What follows belongs to an exercise in optimizing a design on an open flow for small area, a short achievable clock period and few clock cycles per item; a production flow would make more cautious choices. In this exercise RTL edits were held to simulation tests only and were not proved equivalent to the original. Power is estimated from default activity; no workload was simulated.

## rng90_codec
module rng90_codec (
    input  wire        clk,
    input  wire        rst,
    input  wire        cmd_valid,
    output wire        cmd_ready,
    input  wire [7:0]  cmd_opcode,
    input  wire [7:0]  cmd_param1,
    input  wire [15:0] cmd_param2,
    input  wire [7:0]  cmd_len,
    input  wire        din_valid,
    output wire        din_ready,
    input  wire [7:0]  din_data,
    output wire        tx_valid,
    input  wire        tx_ready,
    output wire [7:0]  tx_data,
    output wire        tx_last,
    input  wire        rsp_valid,
    output wire        rsp_ready,
    input  wire [5:0]  rsp_cap,
    input  wire        rx_valid,
    output wire        rx_ready,
    input  wire [7:0]  rx_data,
    output wire        res_valid,
    input  wire        res_ready,
    output wire        res_ok,
    output wire [7:0]  res_count,
    output wire        pl_valid,
    input  wire        pl_ready,
    output wire [7:0]  pl_data,
    output wire        pl_last
);
For scale: about 1300 cells after synthesis, about 470 flip-flops, ~110 I/O pins, about 20000 um^2 of cells after synthesis.
Settings: LEC_CHECK=0, ABC_CLOCK_PERIOD_IN_PS=2400, CAP_MARGIN=20, CORE_MARGIN=2, CORE_UTILIZATION=55, PLACE_DENSITY=0.72, SETUP_SLACK_MARGIN=3.1, SLEW_MARGIN=20; clock period 5.5 ns.
standard.sh (not shown) runs the stock make flow with config.mk's settings and CLKGATE_MAP_FILE= SYNTH_SCRIPT=/design/flow/synth_recipe.tcl, a recipe that flattens the netlist after the stock synthesis.
==> flow/flow/run.sh <==
#!/bin/bash
# The standard layout, with plain buffers on the ports (instead of the delay
# cells buffer_ports picks by default), resizing not tied to footprints, and
# a flatter clock tree (larger sink clusters, no dummy loads).
set -euo pipefail
bash standard.sh \
  "BUFFER_PORTS_ARGS=-buffer_cell sky130_fd_sc_hd__buf_2" \
  MATCH_CELL_FOOTPRINT=0 \
  "CTS_ARGS=-sink_clustering_enable -repair_clock_nets -sink_clustering_size 24 -sink_clustering_max_diameter 80 -dont_use_dummy_load" \
  finish > flow_make.log 2>&1
The first run finished with timing, DRC and antenna clean.
Testbench counts at the start, summed over its fixed seeds: cycles 38,863, items 2,080.
Change:
- ABC_CLOCK_PERIOD_IN_PS: 2400 -> 2000
- SETUP_SLACK_MARGIN: 3.1 -> 3.25
Effect:
- routed wire length shrinks slightly
- flip-flop and latch count stays the same
- maximum frequency grows by a few percent
- hold slack is worse by 0.012 ns
- setup slack is better by 0.069 ns
- total power shrinks slightly
- core utilization grows by 1.0 points

* * *

Another version of the RTL of rng90_codec (not shown whole).
Size: roughly 1300 cells after synthesis, ~460 flip-flops, ~110 I/O pins.
Design rng90_codec, start of the top module:
module rng90_codec (
    input  wire        clk,
    input  wire        rst,
    input  wire        cmd_valid,
    output wire        cmd_ready,
    input  wire [7:0]  cmd_opcode,
    input  wire [7:0]  cmd_param1,
    input  wire [15:0] cmd_param2,
    input  wire [7:0]  cmd_len,
    input  wire        din_valid,
    output wire        din_ready,
    input  wire [7:0]  din_data,
    output wire        tx_valid,
    input  wire        tx_ready,
    output wire [7:0]  tx_data,
    output wire        tx_last,
    input  wire        rsp_valid,
    output wire        rsp_ready,
    input  wire [5:0]  rsp_cap,
    input  wire        rx_valid,
    output wire        rx_ready,
    input  wire [7:0]  rx_data,
    output wire        res_valid,
    input  wire        res_ready,
    output wire        res_ok,
    output wire [7:0]  res_count,
    output wire        pl_valid,
    input  wire        pl_ready,
    output wire [7:0]  pl_data,
    output wire        pl_last
);
    rng90_framer u_framer (
        .clk       (clk),
        .rst       (rst),
        .cmd_valid (cmd_valid),
        .cmd_ready (cmd_ready),
        .cmd_opcode(cmd_opcode),
        .cmd_param1(cmd_param1),
        .cmd_param2(cmd_param2),
        .cmd_len   (cmd_len),
        .din_valid (din_valid),
        .din_ready (din_ready),
        .din_data  (din_data),
        .tx_valid  (tx_valid),
        .tx_ready  (tx_ready),
        .tx_data   (tx_data),
        .tx_last   (tx_last)
    );
    rng90_validator u_validator (
        .clk      (clk),
        .rst      (rst),
        .rsp_valid(rsp_valid),
        .rsp_ready(rsp_ready),
        .rsp_cap  (rsp_cap),
        .rx_valid (rx_valid),
        .rx_ready (rx_ready),
        .rx_data  (rx_data),
        .res_valid(res_valid),
        .res_ready(res_ready),
        .res_ok   (res_ok),
        .res_count(res_count),
        .pl_valid (pl_valid),
        .pl_ready (pl_ready),
        .pl_data  (pl_data),
        .pl_last  (pl_last)
    );
endmodule
clock: 5.5 ns
lec_check: 0
abc_clock_period_in_ps: 2400
cap_margin: 20
core_margin: 2
core_utilization: 55
place_density: 0.72
setup_slack_margin: 3.1
slew_margin: 20
Scripts as last shown in full above: flow/flow/run.sh
The starting point finished clean.
Testbench counts at the start, summed over its fixed seeds: cycles 38,851, items 2,080.
Then changed:
- ABC_CLOCK_PERIOD_IN_PS: 2400 -> 2300
- CORE_UTILIZATION: 55 -> 65
- PLACE_DENSITY: 0.72 -> 0.8
- SETUP_SLACK_MARGIN: 3.1 -> 3.2
What happened: Setup slack got worse by 0.12 ns; global-route usage is higher by 6.1 points; cell area is about the same; total power goes up slightly; synthesized cell count does not change.

* * *

== rev 12 ==
rng90_codec, a different RTL version from the one above (not shown whole).
Size in the first run: roughly 500 flip-flops, ~21,000 um2 of cells after synthesis.
## rng90_codec
module rng90_codec (
    input  wire        clk,
    input  wire        rst,
    input  wire        cmd_valid,
    output wire        cmd_ready,
    input  wire [7:0]  cmd_opcode,
    input  wire [7:0]  cmd_param1,
    input  wire [15:0] cmd_param2,
    input  wire [7:0]  cmd_len,
    input  wire        din_valid,
    output wire        din_ready,
    input  wire [7:0]  din_data,
    output wire        tx_valid,
    input  wire        tx_ready,
    output wire [7:0]  tx_data,
    output wire        tx_last,
    input  wire        rsp_valid,
    output wire        rsp_ready,
    input  wire [5:0]  rsp_cap,
    input  wire        rx_valid,
    output wire        rx_ready,
    input  wire [7:0]  rx_data,
    output wire        res_valid,
    input  wire        res_ready,
    output wire        res_ok,
    output wire [7:0]  res_count,
    output wire        pl_valid,
    input  wire        pl_ready,
    output wire [7:0]  pl_data,
    output wire        pl_last
);
    rng90_framer u_framer (
        .clk       (clk),
        .rst       (rst),
        .cmd_valid (cmd_valid),
  ...
clock: 5.5 ns
lec_check: 0
abc_clock_period_in_ps: 2000
cap_margin: 20
core_margin: 2
core_utilization: 60
place_density: 0.76
setup_slack_margin: 3.3
slew_margin: 20
Scripts as last shown in full above: flow/flow/run.sh
Testbench counts of rev 12, summed over its fixed seeds: cycles 38,871, items 2,080.
Edits applied to the flow inputs when going from rev 12 to rev 13:
-- flow/config.mk --
<<< rev 12, line 11
export CORE_UTILIZATION = 60
export PLACE_DENSITY = 0.76
>>> rev 13, line 11
export CORE_UTILIZATION = 55
export PLACE_DENSITY = 0.72
Notes after the runs:
- Rev 13 completed; timing, DRC and antenna clean
- There was hardly any difference in layout overhead on the synthesized area between rev 12 and rev 13.
- Final critical-path required period ends up lower on rev 12.
- From rev 12 to rev 13 the numbers moved as follows: power closely matched the old numbers, maximum single-stage delay on the critical path went up, floorplan die height went up.
- Rev 13 — final period utilization 1.4 points higher, rev 12 as reference
- Comparing rev 12 and rev 13, the higher largest net degree at the start of global routing was measured on rev 13.
- | multi-input logic cell count | rev 13 vs rev 12 | 3 lower |
- Area of the placeable core, rev 12 and rev 13: lower on rev 12
- [compare] base=rev 12 new=rev 13: routed wire length has decreased, global-route wire length before repair has decreased.

* * *

Setup of run B:
rng90_codec, a different RTL version from the one above (not shown whole).
clock: 5.5 ns
lec_check: 0
abc_clock_period_in_ps: 2000
cap_margin: 20
core_margin: 2
core_utilization: 55
place_density: 0.72
setup_slack_margin: 3.35
slew_margin: 20
==> flow/flow/run.sh <==
#!/bin/bash
# The standard layout, with plain buffers on the ports (instead of the delay
# cells buffer_ports picks by default), resizing not tied to footprints, and
# a flatter clock tree (larger sink clusters, no dummy loads).
set -euo pipefail
bash standard.sh \
  "BUFFER_PORTS_ARGS=-buffer_cell sky130_fd_sc_hd__buf_2" \
  MATCH_CELL_FOOTPRINT=0 \
  "CTS_ARGS=-sink_clustering_enable -repair_clock_nets -sink_clustering_size 27 -sink_clustering_max_diameter 90 -dont_use_dummy_load" \
  finish > flow_make.log 2>&1
Having completed the whole flow, run B delivered a layout that passed the timing, design-rule and antenna checks.
Testbench counts of run B, summed over its fixed seeds: cycles 38,871, items 2,080.
[inputs] run K vs run B
Settings: a change of SETUP_SLACK_MARGIN from 3.35 to 3.3.
--- a/flow/flow/run.sh
+++ b/flow/flow/run.sh
@@ -8,3 +8,3 @@
   MATCH_CELL_FOOTPRINT=0 \
-  "CTS_ARGS=-sink_clustering_enable -repair_clock_nets -sink_clustering_size 27 -sink_clustering_max_diameter 90 -dont_use_dummy_load" \
+  "CTS_ARGS=-sink_clustering_enable -repair_clock_nets -sink_clustering_size 24 -sink_clustering_max_diameter 80 -dont_use_dummy_load" \
   finish > flow_make.log 2>&1
==> summary.txt <==
Run B → run K: share of the core filled with cells in the final layout now smaller, post-layout total power now larger.
Cell depth of the worst min-delay path: run K vs run B identical
Looking only at clock share of power, and setting everything else aside, the lower value of run K and run B goes to run B.

* * *

Another version of the RTL of rng90_codec (not shown whole).
Size in the first run: ~470 flip-flops.
==> flow/config.mk <==
export PLATFORM = sky130hd
export DESIGN_NAME = rng90_codec
export DESIGN_NICKNAME = rng90_codec
export VERILOG_FILES = /design/flow/design.v
export SDC_FILE = /design/flow/constraint.sdc
export NUM_CORES = 4
export LEC_CHECK = 0
export ABC_CLOCK_PERIOD_IN_PS = 2000
export CAP_MARGIN = 20
export CORE_MARGIN = 2
export CORE_UTILIZATION = 55
export PLACE_DENSITY = 0.72
export SETUP_SLACK_MARGIN = 3.3
export SLEW_MARGIN = 20
==> flow/constraint.sdc <==
create_clock -name core_clock -period 5.5 [get_ports {clk}]
set_input_delay 1.1000 -clock core_clock [delete_from_list [all_inputs] [get_ports {clk}]]
set_output_delay 1.1000 -clock core_clock [all_outputs]
set_load 0.01 [all_outputs]
==> flow/flow/run.sh <==
#!/bin/bash
# The standard layout, with plain buffers on the ports (instead of the delay
# cells buffer_ports picks by default), resizing not tied to footprints, and
# a flatter clock tree (larger sink clusters, no dummy loads).
set -euo pipefail
bash standard.sh \
  "BUFFER_PORTS_ARGS=-buffer_cell sky130_fd_sc_hd__buf_2" \
  MATCH_CELL_FOOTPRINT=0 \
  "CTS_ARGS=-sink_clustering_enable -repair_clock_nets -sink_clustering_size 24 -sink_clustering_max_diameter 80 -dont_use_dummy_load" \
  finish > flow_make.log 2>&1
The first run completed with no timing, DRC or antenna violations.
Testbench counts at the start, summed over its fixed seeds: cycles 38,863, items 2,080.
Change:
--- a/flow/flow/run.sh
+++ b/flow/flow/run.sh
@@ -8,3 +8,3 @@
   MATCH_CELL_FOOTPRINT=0 \
-  "CTS_ARGS=-sink_clustering_enable -repair_clock_nets -sink_clustering_size 24 -sink_clustering_max_diameter 80 -dont_use_dummy_load" \
+  "CTS_ARGS=-sink_clustering_enable -repair_clock_nets -sink_clustering_size 30 -sink_clustering_max_diameter 100 -dont_use_dummy_load" \
   finish > flow_make.log 2>&1
What happened: Power went down by a few percent. Sequential share of layout area rose by 0.54 points. Via count went down slightly. Sequential power barely changes. Synthesized area is unchanged.

* * *

rng90_codec, a different RTL version from the one above (not shown whole).
Size in the first run: roughly 490 flip-flops, ~110 I/O pins, about 0.021 sq mm of cells after synthesis.
==> flow/config.mk <==
export PLATFORM = sky130hd
export DESIGN_NAME = rng90_codec
export DESIGN_NICKNAME = rng90_codec
export VERILOG_FILES = /design/flow/design.v
export SDC_FILE = /design/flow/constraint.sdc
export NUM_CORES = 4
export LEC_CHECK = 0
export ABC_CLOCK_PERIOD_IN_PS = 2000
export CAP_MARGIN = 20
export CORE_MARGIN = 2
export CORE_UTILIZATION = 60
export PLACE_DENSITY = 0.76
export SETUP_SLACK_MARGIN = 3.25
export SLEW_MARGIN = 20
==> flow/constraint.sdc <==
create_clock -name core_clock -period 5.5 [get_ports {clk}]
set_input_delay 1.1000 -clock core_clock [delete_from_list [all_inputs] [get_ports {clk}]]
set_output_delay 1.1000 -clock core_clock [all_outputs]
set_load 0.01 [all_outputs]
==> flow/flow/run.sh <==
#!/bin/bash
# The standard layout, with plain buffers on the ports (instead of the delay
# cells buffer_ports picks by default), resizing not tied to footprints, and
# a flatter clock tree (larger sink clusters, no dummy loads).
set -euo pipefail
bash standard.sh \
  "BUFFER_PORTS_ARGS=-buffer_cell sky130_fd_sc_hd__buf_2" \
  MATCH_CELL_FOOTPRINT=0 \
  "CTS_ARGS=-sink_clustering_enable -repair_clock_nets -sink_clustering_size 24 -sink_clustering_max_diameter 80 -dont_use_dummy_load" \
  finish > flow_make.log 2>&1
The first run completed without violations.
Testbench counts at the start, summed over its fixed seeds: cycles 38,871, items 2,080.
Change:
Settings changed: SETUP_SLACK_MARGIN 3.25 to 3.2.
Result: Via count came out lower slightly; power came out lower slightly; global-route usage came out lower by 0.15 points; synthesized area stays the same; die area is unchanged; final cell count stays flat; sequential power stays flat; maximum frequency came out lower slightly; clock skew came out lower by 16 ps.
Change:
Settings changed: CORE_UTILIZATION 60 to 55, PLACE_DENSITY 0.76 to 0.72, SETUP_SLACK_MARGIN 3.2 to 3.3.
After rerunning: The changed run went through all stages and came out clean. Utilization is lower by 3.2 points. Global-route usage is lower by 1.4 points. Cell count is higher by 4.2%. Count of clock-buffer cells in the layout is unchanged. Design area is higher by 3.8%.

* * *

Setup of the reference run:
Another version of the RTL of rng90_codec (not shown whole).
Size: about 1300 cells after synthesis, ~450 flip-flops, roughly 110 I/O pins, about 0.020 sq mm of cells after synthesis.
==> flow/config.mk <==
export PLATFORM = sky130hd
export DESIGN_NAME = rng90_codec
export DESIGN_NICKNAME = rng90_codec
export VERILOG_FILES = /design/flow/design.v
export SDC_FILE = /design/flow/constraint.sdc
export NUM_CORES = 4
export LEC_CHECK = 0
export CAP_MARGIN = 20
export CORE_MARGIN = 2
export CORE_UTILIZATION = 40
export PLACE_DENSITY = 0.6
export SLEW_MARGIN = 20
==> flow/constraint.sdc <==
create_clock -name core_clock -period 5.5 [get_ports {clk}]
set_input_delay 1.1000 -clock core_clock [delete_from_list [all_inputs] [get_ports {clk}]]
set_output_delay 1.1000 -clock core_clock [all_outputs]
set_load 0.01 [all_outputs]
run.sh (not shown) runs the stock make flow with config.mk's settings and CLKGATE_MAP_FILE= SYNTH_SCRIPT=/design/flow/synth_recipe.tcl, a recipe that flattens the netlist after the stock synthesis.
Stock flow here: none of the scripts above is used.
The reference run: flow completed, timing, DRC and antenna clean
Testbench counts of the reference run, summed over its fixed seeds: cycles 38,851, items 2,080.
### the reference run -> the trial run
- ABC_CLOCK_PERIOD_IN_PS: unset -> 2500
- SETUP_SLACK_MARGIN: unset -> 3.0
Notes after the runs:
Going from the reference run to the trial run, layout clock buffer count shrinks by 1. The trial run: critical path depth 1 above the reference run. Compared with the reference run, the trial run shows a higher logic depth of the worst register-to-register path. Against the reference run, filler cell count in the trial run fell by a few percent. Re combinational power: the trial run and the reference run aren't equal, and the lower value belongs to the reference run. The trial run vs the reference run: required time of the critical path up. Summary of the trial run over the reference run: number of inverters outside the clock class in the layout level, sequential share of power shrank by 1.9 points, number of instances resized during post-cts repair shows an increase of 146, finished layout cell area up about 6.5%.

* * *

## quartz
rng90_codec with an RTL version that a note above also has.
Size in the first run: roughly 1400 cells after synthesis, ~21000 um2 of cells after synthesis.
==> flow/design.v (excerpt) <==
module rng90_codec (
    input  wire        clk,
    input  wire        rst,
    input  wire        cmd_valid,
    output wire        cmd_ready,
    input  wire [7:0]  cmd_opcode,
    input  wire [7:0]  cmd_param1,
    input  wire [15:0] cmd_param2,
    input  wire [7:0]  cmd_len,
    input  wire        din_valid,
    output wire        din_ready,
    input  wire [7:0]  din_data,
    output wire        tx_valid,
    input  wire        tx_ready,
    output wire [7:0]  tx_data,
    output wire        tx_last,
    input  wire        rsp_valid,
    output wire        rsp_ready,
    input  wire [5:0]  rsp_cap,
    input  wire        rx_valid,
    output wire        rx_ready,
    input  wire [7:0]  rx_data,
    output wire        res_valid,
    input  wire        res_ready,
    output wire        res_ok,
    output wire [7:0]  res_count,
    output wire        pl_valid,
    input  wire        pl_ready,
    output wire [7:0]  pl_data,
    output wire        pl_last
);
export LEC_CHECK = 0
export ABC_CLOCK_PERIOD_IN_PS = 2200
export CAP_MARGIN = 20
export CORE_MARGIN = 2
export CORE_UTILIZATION = 60
export PLACE_DENSITY = 0.76
export SETUP_SLACK_MARGIN = 3.3
export SLEW_MARGIN = 20
create_clock -name core_clock -period 5.5 [get_ports {clk}]
standard.sh (not shown) runs the stock make flow with config.mk's settings and CLKGATE_MAP_FILE= SYNTH_SCRIPT=/design/flow/synth_recipe.tcl, a recipe that flattens the netlist after the stock synthesis.
Scripts as last shown in full above: flow/flow/run.sh
quartz reached the final stage; the timing, design-rule and antenna checks on its layout passed.
Testbench counts of quartz, summed over its fixed seeds: cycles 38,871, items 2,080.
Inputs modified between quartz and juniper:
- changing ABC_CLOCK_PERIOD_IN_PS from 2200 to 2000
--- outcome ---
- As far as die height goes, juniper and quartz are indistinguishable; the numbers are identical.
- Delta (juniper minus quartz): fmax flat; proportion of power drawn by the clock network comparable.

## what the ideal ports hide
The flow's constraints put no driver on any port. The routed layouts listed below were extracted and timed again, unchanged, in two steps.
Step 1 sets driving cells, clkbuf_16 on the clock port and buf_2 on the other inputs (assumed; they add their load-dependent delay and slew).
Step 2 also shifts input and output timing later by t, the mid clock arrival at the registers, as if the neighbouring blocks saw the same clock.
Three values: ideal ports, drivers, drivers and shift; two values: the first two.
run	t (ns)	slack for setup (ns)	worst slew at a driven data input, ns
the first run of note 1	0.597	3.073 / 3.064 / 2.648	0.05
the second run of note 1	0.603	3.141 / 3.083 / 2.726	0.04
the first run of note 2	0.582	2.905 / 2.905 / 2.752	0.03
the second run of note 2	0.585	2.786 / 2.786 / 2.786	0.04
rev 12	0.599	3.207 / 3.153 / 2.763	0.04
rev 13	0.613	3.131 / 3.073 / 2.823	0.06
run B	0.591	3.209 / 3.162 / 2.871	0.05
run K	0.603	3.169 / 3.115 / 2.766	0.08
the first run of note 5	0.591	2.467 / 2.483 / 1.892	0.05
the second run of note 5	0.583	2.532 / 2.547 / 1.965	0.05
the first run of note 6	0.605	3.191 / 3.137 / 2.692	0.04
the second run of note 6	0.603	3.150 / 3.097 / 2.747	0.05
the third run of note 6	0.623	3.105 / 3.047 / 2.778	0.04
the reference run	0.619	1.516 / 1.516 / 1.250	0.07
the trial run	0.633	1.933 / 1.933 / 1.364	0.07
quartz	0.604	3.175 / 3.117 / 2.802	0.06
juniper	0.604	3.175 / 3.117 / 2.802	0.06
After both steps setup and hold are still met in every run listed. For the first run of note 5, which loses most, drivers alone change the setup slack by +0.016 ns; drivers and shift together by -0.575 ns.
